Context: an optimization exercise on an open-source flow, tuned for small area and a short achievable clock period. The choices shown serve that exercise and are no tape-out recipe.

==> flow/design.v <==
module rtp_rx_check (
    input  wire        clk,
    input  wire        rst,
    input  wire        in_valid,
    input  wire [63:0] in_data,
    input  wire        in_last,
    input  wire [2:0]  in_nbytes,
    output wire        out_valid,
    output wire        out_hdr,
    output wire        out_ok,
    output wire [31:0] out_type,
    output wire [31:0] out_seq,
    output wire [31:0] out_len,
    output wire [31:0] out_csum,
    output wire [15:0] out_sum,
    output wire [10:0] out_plen,
    output wire [11:0] out_flen
);
    reg         first;
    reg         ph_b1;
    reg         ph_pl;
    reg         ph_past;
    reg         fin;         
    reg  [11:0] flen;        
    reg  [10:0] room;        
    reg         lim;         
    reg  [15:0] acc_s;       
    reg  [15:0] acc_c;
    reg  [31:0] f_type;
    reg  [31:0] f_seq;
    reg  [31:0] f_len;
    reg  [31:0] f_csum;
    wire        full     = ~in_last | (in_nbytes == 3'd0);
    wire [3:0]  nb       = full ? 4'd8 : {1'b0, in_nbytes};
    wire        room_all = |room[10:3];
    reg  [7:0]  keep;
    reg  [63:0] masked;
    integer     j;
    always @* begin
        for (j = 0; j < 8; j = j + 1) begin
            keep[j] = in_valid & (full | (in_nbytes > j)) &
                      (first | (ph_b1 & (j < 4)) | (ph_pl & (room_all | (room[2:0] > j))));
            masked[63 - 8*j -: 8] = keep[j] ? in_data[63 - 8*j -: 8] : 8'h00;
        end
    end
    function [31:0] csa;
        input [15:0] a, b, c;
        reg   [15:0] h, m;
        begin
            h   = a ^ b;
            m   = (a & b) | (c & h);
            csa = {m[14:0], m[15], h ^ c};
        end
    endfunction
    wire [15:0] s_in = first ? 16'd0 : acc_s;
    wire [15:0] c_in = first ? 16'd0 : acc_c;
    wire [31:0] l1a  = csa(masked[63:48], masked[47:32], masked[31:16]);
    wire [31:0] l1b  = csa(masked[15:0], s_in, c_in);
    wire [31:0] l2   = csa(l1a[15:0], l1a[31:16], l1b[15:0]);
    wire [31:0] l3   = csa(l2[15:0], l2[31:16], l1b[31:16]);
    wire [10:0] len_sat  = (|in_data[63:43]) ? 11'h7FF : in_data[42:32];
    wire [10:0] room_dec = room_all ? room - 11'd8 : 11'd0;
    wire        pl_end   = (flen[10:3] == 8'hFF);     
    wire [11:0] base     = first ? 12'd0 : flen;
    wire [8:0]  base_inc = base[11:3] + 9'd1;
    always @(posedge clk) begin
        if (rst) begin
            first   <= 1'b1;
            ph_b1   <= 1'b0;
            ph_pl   <= 1'b0;
            ph_past <= 1'b0;
            fin     <= 1'b0;
        end else begin
            fin <= in_valid & in_last;
            if (in_valid) begin
                first   <= in_last;
                ph_b1   <= ~in_last & first;
                ph_pl   <= ~in_last & (ph_b1 | (ph_pl & ~pl_end));
                ph_past <= ~in_last & (ph_past | (ph_pl & pl_end));
            end
        end
        acc_s <= l3[15:0];
        acc_c <= l3[31:16];
        if (in_valid) begin
            if (!ph_past)
                flen <= full ? {base_inc, 3'b000} : {base[11:3], in_nbytes};
            if (first) begin
                f_type <= in_data[63:32];
                f_seq  <= in_data[31:0];
            end
            if (ph_b1) begin
                f_len  <= in_data[63:32];
                f_csum <= in_data[31:0];
                room   <= len_sat;
            end
            if (ph_pl)
                room   <= room_dec;
            lim <= ~ph_b1 && (room[10:4] == 7'd0) && (room[3:0] <= (ph_past ? 4'd0 : nb));
        end
    end
    wire [15:0] g0 = acc_s & acc_c;
    wire [15:0] p0 = acc_s ^ acc_c;
    reg  [15:0] gp, pp, gn, pn;
    integer     k, d;
    always @* begin
        gp = g0;
        pp = p0;
        for (d = 1; d < 16; d = d * 2) begin
            for (k = 0; k < 16; k = k + 1) begin
                gn[k] = gp[k] | (pp[k] & gp[(k + 16 - d) % 16]);
                pn[k] = pp[k] & pp[(k + 16 - d) % 16];
            end
            gp = gn;
            pp = pn;
        end
    end
    wire [15:0] sum = ~(p0 ^ {gp[14:0], gp[15]});
    wire [31:0] vu     = csa(acc_s, acc_c, f_csum[15:0]);
    wire        z_mod  = &(vu[15:0] ^ vu[31:16]);
    wire        z_sc   = ~|{acc_s, acc_c};
    wire        cs_lo1 = &f_csum[15:0];
    wire        hdr   = |flen[11:4];
    wire [11:0] avail = flen - 12'd16;
    assign out_valid = fin;
    assign out_hdr   = hdr;
    assign out_ok    = hdr & ~|f_csum[31:16] & z_mod & (z_sc | ~cs_lo1);
    assign out_type  = f_type;
    assign out_seq   = f_seq;
    assign out_len   = f_len;
    assign out_csum  = f_csum;
    assign out_sum   = sum;
    assign out_plen  = lim ? f_len[10:0] : avail[10:0];
    assign out_flen  = flen;
endmodule
clock: 7.0 ns
lec_check: 0
cap_margin: 20
core_margin: 2
core_utilization: 40
cts_buf_list: sky130_fd_sc_hd__clkbuf_8
cts_cluster_size: 30
place_density: 0.6
setup_slack_margin: 2.9
slew_margin: 20
standard.sh (not shown) runs the stock make flow with config.mk's settings and CLKGATE_MAP_FILE= SYNTH_SCRIPT=/design/flow/synth_recipe.tcl, a recipe that flattens the netlist after the stock synthesis.
==> flow/flow/run.sh <==
#!/bin/bash
bash standard.sh finish BUFFER_PORTS_ARGS="-buffer_cell sky130_fd_sc_hd__buf_1" > standard.log 2>&1
Next try:
--- a/flow/design.v
+++ b/flow/design.v
@@ -23,25 +23,25 @@
     reg         fin;         
     reg  [11:0] flen;        
     reg  [10:0] room;        
     reg         lim;         
-    reg  [15:0] acc_s;       
-    reg  [15:0] acc_c;
+    reg  [15:0] acc;         
+    reg  [3:0]  acc_k;       
     reg  [31:0] f_type;
     reg  [31:0] f_seq;
     reg  [31:0] f_len;
     reg  [31:0] f_csum;
     wire        full     = ~in_last | (in_nbytes == 3'd0);
     wire [3:0]  nb       = full ? 4'd8 : {1'b0, in_nbytes};
     wire        room_all = |room[10:3];
-    reg  [7:0]  keep;
+    reg  [7:0]  kb, lb;
     reg  [63:0] masked;
     integer     j;
     always @* begin
         for (j = 0; j < 8; j = j + 1) begin
-            keep[j] = in_valid & (full | (in_nbytes > j)) &
-                      (first | (ph_b1 & (j < 4)) | (ph_pl & (room_all | (room[2:0] > j))));
-            masked[63 - 8*j -: 8] = keep[j] ? in_data[63 - 8*j -: 8] : 8'h00;
+            kb[j] = in_valid & (first | (ph_b1 & (j < 4)) | (ph_pl & (room_all | (room[2:0] > j))));
+            lb[j] = ~in_last | (in_nbytes == 3'd0) | (in_nbytes > j);
+            masked[63 - 8*j -: 8] = in_data[63 - 8*j -: 8] & {8{kb[j]}} & {8{lb[j]}};
         end
     end
     function [31:0] csa;
         input [15:0] a, b, c;
@@ -51,14 +51,22 @@
             m   = (a & b) | (c & h);
             csa = {m[14:0], m[15], h ^ c};
         end
     endfunction
-    wire [15:0] s_in = first ? 16'd0 : acc_s;
-    wire [15:0] c_in = first ? 16'd0 : acc_c;
+    function [15:0] kvec;
+        input [3:0] k;
+        kvec = {3'b000, k[3], 3'b000, k[2], 3'b000, k[1], 3'b000, k[0]};
+    endfunction
+    wire [15:0] s_in = first ? 16'd0 : acc;
+    wire [15:0] c_in = first ? 16'd0 : kvec(acc_k);
     wire [31:0] l1a  = csa(masked[63:48], masked[47:32], masked[31:16]);
     wire [31:0] l1b  = csa(masked[15:0], s_in, c_in);
     wire [31:0] l2   = csa(l1a[15:0], l1a[31:16], l1b[15:0]);
     wire [31:0] l3   = csa(l2[15:0], l2[31:16], l1b[31:16]);
+    wire [4:0]  g0s = l3[3:0]   + l3[19:16];
+    wire [4:0]  g1s = l3[7:4]   + l3[23:20];
+    wire [4:0]  g2s = l3[11:8]  + l3[27:24];
+    wire [4:0]  g3s = l3[15:12] + l3[31:28];
     wire [10:0] len_sat  = (|in_data[63:43]) ? 11'h7FF : in_data[42:32];
     wire [10:0] room_dec = room_all ? room - 11'd8 : 11'd0;
     wire        pl_end   = (flen[10:3] == 8'hFF);     
     wire [11:0] base     = first ? 12'd0 : flen;
@@ -78,10 +86,10 @@
                 ph_pl   <= ~in_last & (ph_b1 | (ph_pl & ~pl_end));
                 ph_past <= ~in_last & (ph_past | (ph_pl & pl_end));
             end
         end
-        acc_s <= l3[15:0];
-        acc_c <= l3[31:16];
+        acc   <= {g3s[3:0], g2s[3:0], g1s[3:0], g0s[3:0]};
+        acc_k <= {g2s[4], g1s[4], g0s[4], g3s[4]};
         if (in_valid) begin
             if (!ph_past)
                 flen <= full ? {base_inc, 3'b000} : {base[11:3], in_nbytes};
             if (first) begin
@@ -97,10 +105,11 @@
                 room   <= room_dec;
             lim <= ~ph_b1 && (room[10:4] == 7'd0) && (room[3:0] <= (ph_past ? 4'd0 : nb));
         end
     end
-    wire [15:0] g0 = acc_s & acc_c;
-    wire [15:0] p0 = acc_s ^ acc_c;
+    wire [15:0] kv = kvec(acc_k);
+    wire [15:0] g0 = acc & kv;
+    wire [15:0] p0 = acc ^ kv;
     reg  [15:0] gp, pp, gn, pn;
     integer     k, d;
     always @* begin
         gp = g0;
@@ -114,11 +123,11 @@
             pp = pn;
         end
     end
     wire [15:0] sum = ~(p0 ^ {gp[14:0], gp[15]});
-    wire [31:0] vu     = csa(acc_s, acc_c, f_csum[15:0]);
+    wire [31:0] vu     = csa(acc, kv, f_csum[15:0]);
     wire        z_mod  = &(vu[15:0] ^ vu[31:16]);
-    wire        z_sc   = ~|{acc_s, acc_c};
+    wire        z_sc   = ~|{acc, acc_k};
     wire        cs_lo1 = &f_csum[15:0];
     wire        hdr   = |flen[11:4];
     wire [11:0] avail = flen - 12'd16;
     assign out_valid = fin;
What happened:
- die area goes down by 4.6%
- first-iteration DRC count went down by 37%
- synthesized cell count went down by 8.5%
- routed wire length decreases by 11%
- cell area is higher by 1.1%
- final cell count drops by 2.3%
- sequential cell count drops by 12
- non-clock buffer count grows by 34
- clock skew is about the same
- worst hold slack is better by 0.0084 ns
- via count fell by 8.4%
No run of this note included a check of the RTL's function; only the layout flow was run.

-- port drivers added, routing unchanged --
How much do the figures lean on ideal ports? The routed layouts below were timed once more, with nothing changed but the port constraints.
Step 1 assumes that a clkbuf_16 drives the clock port and a buf_2 every other input.
Step 2 times the ports against the registers' clock, not the clock port: input delays grow and output delays shrink by t, the midpoint of the rising clock arrivals with the driver on.
Slacks: ideal ports / drivers / drivers and shift; pairs: ideal ports / drivers.
| run | t (ns) | setup WS [ns] | clock arrival spread, ns |
|---|---|---|---|
| the first run | 0.502 | 2.945 / 2.903 / 2.552 | 0.021 / 0.021 |
| the second run | 0.499 | 2.531 / 2.516 / 2.016 | 0.017 / 0.017 |
After both steps setup and hold are still met in every run listed. The setup slack of the second run, which loses most, moves by -0.015 ns with the drivers and by -0.515 ns with both steps.
